What follows belongs to an exercise in optimizing a design on an open flow for small area; a production flow would make more cautious choices.
At most, simulation tests tie the RTL to the original design; equivalence was not proved.
The flow treats the clock pin as an ideal source, which a real chip does not have.
Power and IR drop assume default switching activity.

## build 74
==> flow/design.v <==
module apwm (
    input  wire        clk,
    input  wire        rst_n,
    input  wire        op_cfg,
    input  wire        op_start,
    input  wire        op_setduty,
    input  wire        op_irqen,
    input  wire        op_irqclr,
    input  wire [31:0] op_data,
    output wire        pwm_out,
    output wire        irq
);
    reg        cfgd, run;            
    reg        wrap_if, wrap_ie;
    reg [15:0] top, div, cc, pre_dn, ctr_dn, hi_dn;
    wire uninit = ~cfgd;
    wire run_n  = run | (cfgd & op_start);
    wire pre_end = (pre_dn == 16'd1);
    wire ctr_end = (ctr_dn == 16'd1);
    wire wrap   = run_n & pre_end & ctr_end;
    wire hi_nz  = (hi_dn != 16'd0);
    wire [15:0] pre_dec, ctr_dec, hi_dec;
    wire [16:0] bp, bc, bh;
    assign bp[0] = 1'b1;
    assign bc[0] = pre_end;
    assign bh[0] = pre_end & hi_nz;
    genvar i;
    generate
        for (i = 0; i < 16; i = i + 1) begin : g_dec
            assign pre_dec[i] = pre_dn[i] ^ bp[i];
            assign bp[i+1]    = bp[i] & ~pre_dn[i];
            assign ctr_dec[i] = ctr_dn[i] ^ bc[i];
            assign bc[i+1]    = bc[i] & ~ctr_dn[i];
            assign hi_dec[i]  = hi_dn[i] ^ bh[i];
            assign bh[i+1]    = bh[i] & ~hi_dn[i];
        end
    endgenerate
    wire [15:0] top_n = uninit ? op_data[15:0]  : top;
    wire [15:0] div_n = uninit ? op_data[31:16] : div;
    wire [15:0] cc_n  = uninit ? 16'd0 : (op_setduty ? op_data[15:0] : cc);
    always @(posedge clk or negedge rst_n) begin
        if (!rst_n) begin
            cfgd    <= 1'b0;
            run     <= 1'b0;
            wrap_if <= 1'b0;
            wrap_ie <= 1'b0;
        end else begin
            if (uninit && op_cfg && op_data[15:0] != 16'd0 && op_data[31:16] != 16'd0)
                cfgd <= 1'b1;
            run <= run_n;
            if (op_irqen && cfgd)
                wrap_ie <= op_data[0];
            if (wrap)
                wrap_if <= 1'b1;
            else if (op_irqclr)
                wrap_if <= 1'b0;
        end
    end
    always @(posedge clk) begin
        top <= top_n;
        div <= div_n;
        cc  <= cc_n;
        if (!run_n || pre_end)
            pre_dn <= div_n;
        else
            pre_dn <= pre_dec;
        if (!run_n || (pre_end && ctr_end))
            ctr_dn <= top_n;
        else
            ctr_dn <= ctr_dec;
        if (!run_n)
            hi_dn <= cc_n;
        else if (wrap)
            hi_dn <= cc;
        else
            hi_dn <= hi_dec;
    end
    assign pwm_out = run & hi_nz;
    assign irq     = wrap_if & wrap_ie;
endmodule
module btn #(
    parameter HAS_PLAY = 1
) (
    input  wire       clk,
    input  wire       rst_n,
    input  wire       sample,
    input  wire       pin_n,
    input  wire       clear,
    output wire       edge_o,
    output wire       level,
    output wire       pressed,
    output wire [1:0] play
);
    reg s1, s2, level_r, pressed_r, paused;
    wire hit = sample & s2 & ~level_r;
    always @(posedge clk or negedge rst_n) begin
        if (!rst_n) begin
            s1        <= 1'b0;
            s2        <= 1'b0;
            level_r   <= 1'b0;
            pressed_r <= 1'b0;
            paused    <= 1'b0;
        end else begin
            if (sample) begin
                s2      <= s1;
                s1      <= ~pin_n;
                level_r <= s2;
            end
            if (hit)
                pressed_r <= 1'b1;
            else if (clear)
                pressed_r <= 1'b0;
            if (HAS_PLAY && hit)
                paused <= ~paused;
        end
    end
    assign edge_o  = hit;
    assign level   = level_r;
    assign pressed = pressed_r;
    assign play    = HAS_PLAY ? {paused, ~paused} : 2'd0;
endmodule
module core_irq (
    input  wire clk,
    input  wire rst_n,
    input  wire irq_in,
    input  wire op_wfi,
    input  wire op_csenter,
    input  wire op_csexit,
    input  wire cs_bit,
    input  wire op_irqret,
    output wire imask,
    output wire inh,
    output wire waiting
);
    reg imask_r, inh_r, waiting_r;
    wire entry = irq_in & ~imask_r & ~inh_r;
    always @(posedge clk or negedge rst_n) begin
        if (!rst_n) begin
            imask_r   <= 1'b0;
            inh_r     <= 1'b0;
            waiting_r <= 1'b0;
        end else begin
            if (op_csenter)
                imask_r <= 1'b1;
            else if (op_csexit)
                imask_r <= cs_bit;
            if (entry)
                inh_r <= 1'b1;
            else if (op_irqret && inh_r)
                inh_r <= 1'b0;
            if (op_wfi)
                waiting_r <= 1'b1;
            else if (op_irqret && inh_r)
                waiting_r <= 1'b0;
        end
    end
    assign imask   = imask_r;
    assign inh     = inh_r;
    assign waiting = waiting_r;
endmodule
module dropstick_corea (
    input  wire        clk,
    input  wire        rst_n,
    input  wire        op_cfg,
    input  wire        op_start,
    input  wire        op_setduty,
    input  wire        op_irqen,
    input  wire        op_irqclr,
    input  wire [31:0] op_data,
    output wire        pwm_out,
    output wire        irq,
    input  wire        btn0_pin_n,
    input  wire        btn0_sample,
    input  wire        btn0_clear,
    output wire        btn0_edge,
    output wire        btn0_level,
    output wire        btn0_pressed,
    output wire [1:0]  btn0_play,
    input  wire        btn1_pin_n,
    input  wire        btn1_sample,
    input  wire        btn1_clear,
    output wire        btn1_edge,
    output wire        btn1_level,
    output wire        btn1_pressed,
    input  wire        core_wfi,
    input  wire        core_csenter,
    input  wire        core_csexit,
    input  wire        core_cs_bit,
    input  wire        core_irqret,
    output wire        core_imask,
    output wire        core_inh,
    output wire        core_waiting
);
    wire [1:0] btn1_play_unused;
    apwm u_apwm (
        .clk(clk), .rst_n(rst_n),
        .op_cfg(op_cfg), .op_start(op_start), .op_setduty(op_setduty),
        .op_irqen(op_irqen), .op_irqclr(op_irqclr), .op_data(op_data),
        .pwm_out(pwm_out), .irq(irq)
    );
    btn #(.HAS_PLAY(1)) u_btn0 (
        .clk(clk), .rst_n(rst_n),
        .sample(btn0_sample), .pin_n(btn0_pin_n), .clear(btn0_clear),
        .edge_o(btn0_edge), .level(btn0_level), .pressed(btn0_pressed),
        .play(btn0_play)
    );
    btn #(.HAS_PLAY(0)) u_btn1 (
        .clk(clk), .rst_n(rst_n),
        .sample(btn1_sample), .pin_n(btn1_pin_n), .clear(btn1_clear),
        .edge_o(btn1_edge), .level(btn1_level), .pressed(btn1_pressed),
        .play(btn1_play_unused)
    );
    core_irq u_core (
        .clk(clk), .rst_n(rst_n), .irq_in(irq),
        .op_wfi(core_wfi), .op_csenter(core_csenter), .op_csexit(core_csexit),
        .cs_bit(core_cs_bit), .op_irqret(core_irqret),
        .imask(core_imask), .inh(core_inh), .waiting(core_waiting)
    );
endmodule
export LEC_CHECK = 0
export CAP_MARGIN = 20
export CORE_MARGIN = 2
export CORE_UTILIZATION = 40
export SLEW_MARGIN = 20
create_clock -name core_clock -period 10.0 [get_ports {clk}]
standard.sh (not shown) runs the stock make flow with config.mk's settings and CLKGATE_MAP_FILE= SYNTH_SCRIPT=/design/flow/synth_recipe.tcl, a recipe that flattens the netlist after the stock synthesis.
==> flow/flow/run.sh <==
#!/bin/bash
# Own layout flow: the standard flow (standard.sh, which runs the standard
# synthesis unchanged), with
#  - the port buffers made of the smallest buffer cell instead of clkdlybuf4s50_1,
#  - a clock tree of clkbuf_8 without dummy loads,
#  - cells on paths with spare slack downsized after placement and after CTS.
# Each tool's full output goes to ORFS's own logs (orfs/logs/...) and to
# flow_standard.log in the work folder.
set -uo pipefail
here=$(cd "$(dirname "$0")" && pwd)
export BUFFER_PORTS_ARGS="-buffer_cell sky130_fd_sc_hd__buf_1"
export CTS_ARGS="-sink_clustering_enable -repair_clock_nets -buf_list sky130_fd_sc_hd__clkbuf_8 -dont_use_dummy_load"
export POST_RESIZE_TCL="$here/recover.tcl"
export POST_CTS_TCL="$here/recover.tcl"
bash standard.sh > flow_standard.log 2>&1
==> flow/flow/recover.tcl <==
# Downsize cells on paths with spare setup slack (area/power recovery).
repair_timing -recover_power 100 -verbose
Build 74 finished all stages; the layout is clean.
Here is what was changed in the inputs of trial 15 compared with build 74.
--- a/flow/design.v
+++ b/flow/design.v
@@ -19,22 +19,6 @@
     wire ctr_end = (ctr_dn == 16'd1);
     wire wrap   = run_n & pre_end & ctr_end;
     wire hi_nz  = (hi_dn != 16'd0);
-    wire [15:0] pre_dec, ctr_dec, hi_dec;
-    wire [16:0] bp, bc, bh;
-    assign bp[0] = 1'b1;
-    assign bc[0] = pre_end;
-    assign bh[0] = pre_end & hi_nz;
-    genvar i;
-    generate
-        for (i = 0; i < 16; i = i + 1) begin : g_dec
-            assign pre_dec[i] = pre_dn[i] ^ bp[i];
-            assign bp[i+1]    = bp[i] & ~pre_dn[i];
-            assign ctr_dec[i] = ctr_dn[i] ^ bc[i];
-            assign bc[i+1]    = bc[i] & ~ctr_dn[i];
-            assign hi_dec[i]  = hi_dn[i] ^ bh[i];
-            assign bh[i+1]    = bh[i] & ~hi_dn[i];
-        end
-    endgenerate
     wire [15:0] top_n = uninit ? op_data[15:0]  : top;
     wire [15:0] div_n = uninit ? op_data[31:16] : div;
     wire [15:0] cc_n  = uninit ? 16'd0 : (op_setduty ? op_data[15:0] : cc);
@@ -63,17 +47,17 @@
         if (!run_n || pre_end)
             pre_dn <= div_n;
         else
-            pre_dn <= pre_dec;
+            pre_dn <= pre_dn - 16'd1;
         if (!run_n || (pre_end && ctr_end))
             ctr_dn <= top_n;
-        else
-            ctr_dn <= ctr_dec;
+        else if (pre_end)
+            ctr_dn <= ctr_dn - 16'd1;
         if (!run_n)
             hi_dn <= cc_n;
         else if (wrap)
             hi_dn <= cc;
-        else
-            hi_dn <= hi_dec;
+        else if (pre_end && hi_nz)
+            hi_dn <= hi_dn - 16'd1;
     end
     assign pwm_out = run & hi_nz;
     assign irq     = wrap_if & wrap_ie;
Notes after the runs:
The internal power of trial 15 falls short of that of build 74 by 0.000035 W.
Fraction of power consumed by the clock network came out higher on trial 15 than on build 74.
Build 74 → trial 15: clock skew decreased 0.0055 ns, number of setup violations in the final report neither gained nor lost much, number of inverters outside the clock class in the layout now sits lower, number of instances in the placed design saw an increase, all-layer global routing usage now larger.
Lower final worst-path cycle share was reported by trial 15, not build 74.
Summary: post-route standard cell area excluding fillers, trial 15 worse than build 74
Diff build 74 -> trial 15 | total power | down by a little under 10%
Last weighted congestion value of the routability-driven placer was higher in build 74 than in trial 15.
Trial 15 -> build 74: relative area of clock buffers and inverters in the final design flat
Trial 15 ended up with a higher xor/xnor cell area share of the yosys netlist than build 74 did.
Sequential share of layout area ended up 4.7 points higher on trial 15 than on build 74.
For build 74, only the layout was checked, not whether the RTL still works.

## separate check: timing with driven ports
In the flow no input, the clock included, has a driving cell. The finished layouts below were timed again as built, in two steps. Step 1 assumes that a clkbuf_16 drives the clock port and a buf_2 every other input. Step 2 also shifts input and output timing later by t, the mid clock arrival at the registers, as if the neighbouring blocks saw the same clock. Slacks: ideal ports / drivers / drivers and shift; pairs: ideal ports / drivers.
run | t (ns) | setup slack, ns | hold slack, ns | clock arrival spread, ns | worst slew at a driven data input, ns
build 74 | 0.398 | 5.035 / 5.035 / 5.035 | 0.474 / 0.474 / 0.474 | 0.034 / 0.034 | 0.05
trial 15 | 0.404 | 5.411 / 5.389 / 5.389 | 0.478 / 0.478 / 0.478 | 0.028 / 0.028 | 0.05
After both steps every run listed still meets setup and hold. The setup slack of trial 15, which loses most, moves by -0.022 ns with the drivers and by -0.022 ns with both steps.
